Background: an optimization exercise with open tools, aiming at small area, a short achievable clock period and few clock cycles per item. Do not read the settings as production practice.
Only simulation tests tie the RTL to the original design; equivalence was not proved.
Power is estimated from default activity; no workload was simulated.

try-violet:
==> flow/design.v (excerpt) <==
module prio_derive (
    input  wire        clk,
    input  wire        rst,
    input  wire        in_valid,
    output wire        in_ready,
    input  wire [63:0] in_table,
    output reg         out_valid,
    input  wire        out_ready,
    output reg  [19:0] out_order,
    output reg  [2:0]  out_diag
);
    localparam [2:0] D_NONE   = 3'd0,
                     D_OPAQUE = 3'd1,
                     D_AMBIG  = 3'd2,
                     D_MERGE  = 3'd3,
                     D_VERIFY = 3'd4;
    function req;                    
        input [1:0] v;
        input [1:0] t;
        input [3:0] A;
        integer u;
        reg d0, d1;
        begin
            d0 = 1'b1; d1 = 1'b1;    
            for (u = 0; u < 4; u = u + 1)
                if (A[u] && u != t) begin
                    if (u[0] == t[0]) d0 = 1'b0;
                    if (u[1] == t[1]) d1 = 1'b0;
                end
            if (d0)      req = (v[0] == t[0]);
            else if (d1) req = (v[1] == t[1]);
            else         req = (v == t);
        end
    endfunction
    function [1:0] level;
        input [31:0] q;
        input [3:0]  A;
        input [1:0]  t;
        integer s;
        reg o, at, af, e;
        begin
            o = 1'b1; at = 1'b0; af = 1'b0;
            for (s = 0; s < 16; s = s + 1)
                if ((s & ~A) == 0 && s != A) begin
                    e = req(q[2*s +: 2], t, A);
                    if (s[t]) o = o & e;
                    else begin
                        at = at | e;
                        af = af | !e;
                    end
                end
            if (!o)            level = 2'd1;
            else if (at && af) level = 2'd2;
            else if (at)       level = 2'd0;
  ...
clock: 8.0 ns
lec_check: 0
cap_margin: 20
core_margin: 2
core_utilization: 40
cts_buf_list: sky130_fd_sc_hd__clkbuf_4
place_density: 0.6
setup_slack_margin: 4.15
slew_margin: 20
standard.sh (not shown) runs the stock make flow with config.mk's settings and CLKGATE_MAP_FILE= SYNTH_SCRIPT=/design/flow/synth_recipe.tcl, a recipe that flattens the netlist after the stock synthesis.
==> flow/flow/run.sh <==
#!/bin/bash
# Layout flow: the standard layout, with the ports buffered by small
# plain buffers (sky130_fd_sc_hd__buf_1) instead of the delay-cell buffers
# buffer_ports picks on its own; repair_design and repair_timing size them
# from there. Every port still gets its own buffer.
set -euo pipefail
export BUFFER_PORTS_ARGS="-buffer_cell sky130_fd_sc_hd__buf_1"
bash standard.sh finish > standard_flow.log 2>&1
Testbench counts of try-violet, summed over its fixed seeds: cycles 2,056, items 2,048.
Input changes introduced in try-ember (baseline for comparison: try-violet):
Settings: a change of PLACE_DENSITY from 0.6 to 0.75; a change of SETUP_SLACK_MARGIN from 4.15 to 4.1; a change of CORE_UTILIZATION from 40 to 60; a deleted CTS_BUF_LIST that had been sky130_fd_sc_hd__clkbuf_4.
Notes after the runs:
When try-ember is measured against try-violet, its die area turns out 3800 um^2 lower. try-ember has final period demand of the worst path above what try-violet had. Of try-ember and try-violet, try-violet shows the higher combinational share of power, with try-ember below it. Fmax for try-ember is lower than for try-violet. The run showing the greater total number of vias is try-ember. In try-ember the clock share of power turned out 3.4 points higher than in try-violet. try-ember: area of placed instances is about 0.9% lower than what try-violet reported. The higher total power came out of try-ember.
Modified inputs, try-maple compared to try-ember
Settings: putting CTS_BUF_LIST at sky130_fd_sc_hd__clkbuf_4 where nothing was set; swapping 4.1 for 4.3 in SETUP_SLACK_MARGIN; swapping 60 for 40 in CORE_UTILIZATION; swapping 0.75 for 0.6 in PLACE_DENSITY.
==> flow/flow/run.sh <==
#!/bin/bash
# Layout flow: the standard layout, with the ports buffered by small
# plain buffers (sky130_fd_sc_hd__buf_2) instead of the delay-cell buffers
# buffer_ports picks on its own; repair_design and repair_timing size them
# from there. Every port still gets its own buffer.
set -euo pipefail
export BUFFER_PORTS_ARGS="-buffer_cell sky130_fd_sc_hd__buf_2"
bash standard.sh finish > standard_flow.log 2>&1
Notes after the runs:
- | wire length | try-maple vs try-ember | about 11% higher |
- Total negative setup slack delta (try-ember -> try-maple): insignificant
- try-maple ended up with out_order[11] as its capturing instance or port of the critical path; try-ember ended up with r_f1[1]$_DFFE_PP_.
- Going from try-ember to try-maple, count of cell instances traversed by the critical path went up by 1; final-layout non-clock buffer area share went up by 3.3 points; power went down by about 7%; worst hold slack went up by 0.0057 ns; depth of the worst register-to-register path went up by 1.
[inputs] try-zinc vs try-maple
Settings: ABC_AREA: unset -> 1; CTS_BUF_LIST: sky130_fd_sc_hd__clkbuf_4 -> unset; SETUP_SLACK_MARGIN: 4.3 -> 4.6.
==> flow/flow/run.sh <==
#!/bin/bash
# Layout flow: the standard layout, with the ports buffered by small
# plain buffers (sky130_fd_sc_hd__buf_1) instead of the delay-cell buffers
# buffer_ports picks on its own; repair_design and repair_timing size them
# from there. Every port still gets its own buffer.
set -euo pipefail
export BUFFER_PORTS_ARGS="-buffer_cell sky130_fd_sc_hd__buf_1"
bash standard.sh finish > standard_flow.log 2>&1
Notes after the runs:
Power density over cell area for try-zinc: about 7% up relative to try-maple
Compared with try-maple, try-zinc shows a layout buffering overhead excluding clock cells that is 3.3 points lower.
For try-zinc, the most frequent standard cell in the layout excluding fill and tap cells was nand2_1, unlike try-maple, where it was buf_2.
Pin count of the biggest net entering global routing, try-zinc and try-maple: larger value in try-maple
The fraction of power consumed by the clock network of try-zinc exceeds that of try-maple by 12 points.
> inputs changed (try-zinc -> try-delta)
Settings: ABC_AREA no longer set, was 1; SETUP_SLACK_MARGIN now 4.0, was 4.6.
[summary]
Fmax: try-delta < try-zinc. [compare] base=try-zinc new=try-delta: final cell utilization of the core fell 2.4 points, number of global-route vias before repair went down by 1,131, setup slack shows a reduction of 0.35 ns, relative contribution of sequential cells to total power up 3.4 points. [compare] base=try-zinc new=try-delta: total wire length decreased about 17%; final area decreased 15%.

========
Starting RTL as in the previous note.
clock: 8.0 ns
lec_check: 0
cap_margin: 20
core_margin: 2
core_utilization: 40
cts_buf_list: sky130_fd_sc_hd__clkbuf_4
place_density: 0.6
setup_slack_margin: 4.3
slew_margin: 20
==> flow/flow/run.sh <==
#!/bin/bash
# Layout flow: the standard layout, with the ports buffered by small
# plain buffers (sky130_fd_sc_hd__buf_1) instead of the delay-cell buffers
# buffer_ports picks on its own; repair_design and repair_timing size them
# from there. Every port still gets its own buffer.
set -euo pipefail
export BUFFER_PORTS_ARGS="-buffer_cell sky130_fd_sc_hd__buf_1"
bash standard.sh finish > standard_flow.log 2>&1
The first run finished clean.
Testbench counts at the start, summed over its fixed seeds: cycles 2,056, items 2,048.
Next try:
--- a/flow/config.mk
+++ b/flow/config.mk
@@ -11 +10,0 @@
-export CTS_BUF_LIST = sky130_fd_sc_hd__clkbuf_4
=> Design area climbs slightly; clock skew hardly moves; via count rises slightly; global-route usage hardly moves; utilization climbs by 0.55 points; power increases by a few percent; cell count is higher slightly.

========
run G:
Another version of the RTL of prio_derive (not shown whole).
Size: roughly 660 cells after synthesis, about 22 flip-flops, roughly 93 I/O pins, roughly 4400 sq um of cells after synthesis.
Settings: LEC_CHECK=0, CAP_MARGIN=20, CORE_MARGIN=2, CORE_UTILIZATION=40, PLACE_DENSITY=0.6, SETUP_SLACK_MARGIN=4.4, SLEW_MARGIN=20; clock period 8.0 ns.
Scripts as last shown in full above: flow/flow/run.sh
Run G completed end to end with timing, DRC and antenna clean.
Testbench counts of run G, summed over its fixed seeds: cycles 2,056, items 2,048.
#### Input delta (run D over run G)
Settings: a change of SETUP_SLACK_MARGIN from 4.4 to 5.
==> flow/run.sh (new file) <==
#!/bin/bash
# synth_recipe.tcl (not shown) runs the flow's synth.tcl, then flattens the netlist and writes it again
# the make line also repeats each setting of config.mk as NAME=value (left out here)
make -C /OpenROAD-flow-scripts/flow DESIGN_CONFIG=/design/flow/config.mk WORK_HOME=/design/flow/orfs CLKGATE_MAP_FILE= SYNTH_SCRIPT=/design/flow/synth_recipe.tcl finish
removed: flow/flow/run.sh
removed: flow/standard.sh
### Flow results
Run D closes out successfully: all stages finished, all timing, DRC and antenna checks passed.
Looking at endpoint of the worst setup timing path, the out_order[14] result is from run D; the out_order[6] one comes from run G.
Summary: with run G as the reference, final instance area in run D moved up by more than 10%.
On sequential share of layout area: between run G and run D, it ends up lower for run D.
Total routing resource utilization after global routing: run G and run D compared, lower one is run G

========
Starting RTL as in the previous note.
clock: 8.0 ns
lec_check: 0
cap_margin: 20
core_margin: 2
core_utilization: 40
place_density: 0.6
setup_slack_margin: 4
slew_margin: 20
==> flow/flow/run.sh <==
#!/bin/bash
# Layout flow: the standard layout, with the ports buffered by small
# plain buffers (sky130_fd_sc_hd__buf_1) instead of the delay-cell buffers
# buffer_ports picks on its own; repair_design and repair_timing size them
# from there. Every port still gets its own buffer.
set -euo pipefail
export BUFFER_PORTS_ARGS="-buffer_cell sky130_fd_sc_hd__buf_1"
bash standard.sh finish > standard_flow.log 2>&1
The first run went through all stages and came out clean.
Testbench counts at the start, summed over its fixed seeds: cycles 2,056, items 2,048.
Then changed:
==> flow/run.sh (new file) <==
#!/bin/bash
# synth_recipe.tcl (not shown) runs the flow's synth.tcl, then flattens the netlist and writes it again
# the make line also repeats each setting of config.mk as NAME=value (left out here)
make -C /OpenROAD-flow-scripts/flow DESIGN_CONFIG=/design/flow/config.mk WORK_HOME=/design/flow/orfs CLKGATE_MAP_FILE= SYNTH_SCRIPT=/design/flow/synth_recipe.tcl finish
removed: flow/flow/run.sh
removed: flow/standard.sh
After rerunning: The new run ran to the end with no violations. Cell area climbs by 17%. Global-route usage came out higher by 1.9 points. Synthesized area is unchanged. Synthesized cell count does not change. Clock-buffer cell count goes down by 1. Cell count grows by 1.7%. Worst hold slack got worse by 0.010 ns. Die area is unchanged. Routed wire length increases by 9.2%.

## port drivers added, routing unchanged
Ports are ideal in the flow. The routed layouts listed here were re-timed in OpenROAD. Step 1 sets driving cells, clkbuf_16 on the clock port and buf_2 on the other inputs (assumed; they add their load-dependent delay and slew). Step 2 also shifts input and output timing later by t, the mid clock arrival at the registers, as if the neighbouring blocks saw the same clock. Slacks: ideal ports / drivers / drivers and shift; pairs: ideal ports / drivers.
run | t, ns | slack for setup (ns) | hold slack, ns | latest minus earliest clock arrival (ns)
try-violet | 0.320 | 4.243 / 4.220 / 3.984 | 0.728 / 0.728 / 0.728 | 0.007 / 0.007
try-ember | 0.274 | 4.130 / 4.129 / 3.855 | 0.734 / 0.734 / 0.734 | 0.006 / 0.006
try-maple | 0.309 | 4.380 / 4.356 / 4.108 | 0.740 / 0.740 / 0.740 | 0.002 / 0.002
try-zinc | 0.282 | 4.444 / 4.421 / 4.421 | 0.695 / 0.695 / 0.695 | 0.001 / 0.002
try-delta | 0.277 | 4.097 / 4.077 / 3.906 | 0.851 / 0.851 / 0.851 | 0.002 / 0.002
the first run of note 2 | 0.305 | 4.341 / 4.333 / 4.038 | 0.724 / 0.724 / 0.724 | 0.003 / 0.004
the second run of note 2 | 0.272 | 4.349 / 4.349 / 4.077 | 0.706 / 0.706 / 0.706 | 0.001 / 0.001
run G | 0.289 | 4.045 / 4.018 / 4.240 | 0.798 / 0.798 / 0.798 | 0.013 / 0.012
run D | 0.290 | 4.065 / 4.037 / 4.327 | 0.775 / 0.775 / 0.775 | 0.007 / 0.006
the first run of note 4 | 0.285 | 4.082 / 4.056 / 3.847 | 0.781 / 0.781 / 0.781 | 0.008 / 0.008
the second run of note 4 | 0.280 | 3.959 / 3.932 / 3.834 | 0.770 / 0.770 / 0.770 | 0.010 / 0.010
After both steps setup and hold are still met in every run listed. For the first run of note 2, which loses most, drivers alone change the setup slack by -0.008 ns; drivers and shift together by -0.303 ns.
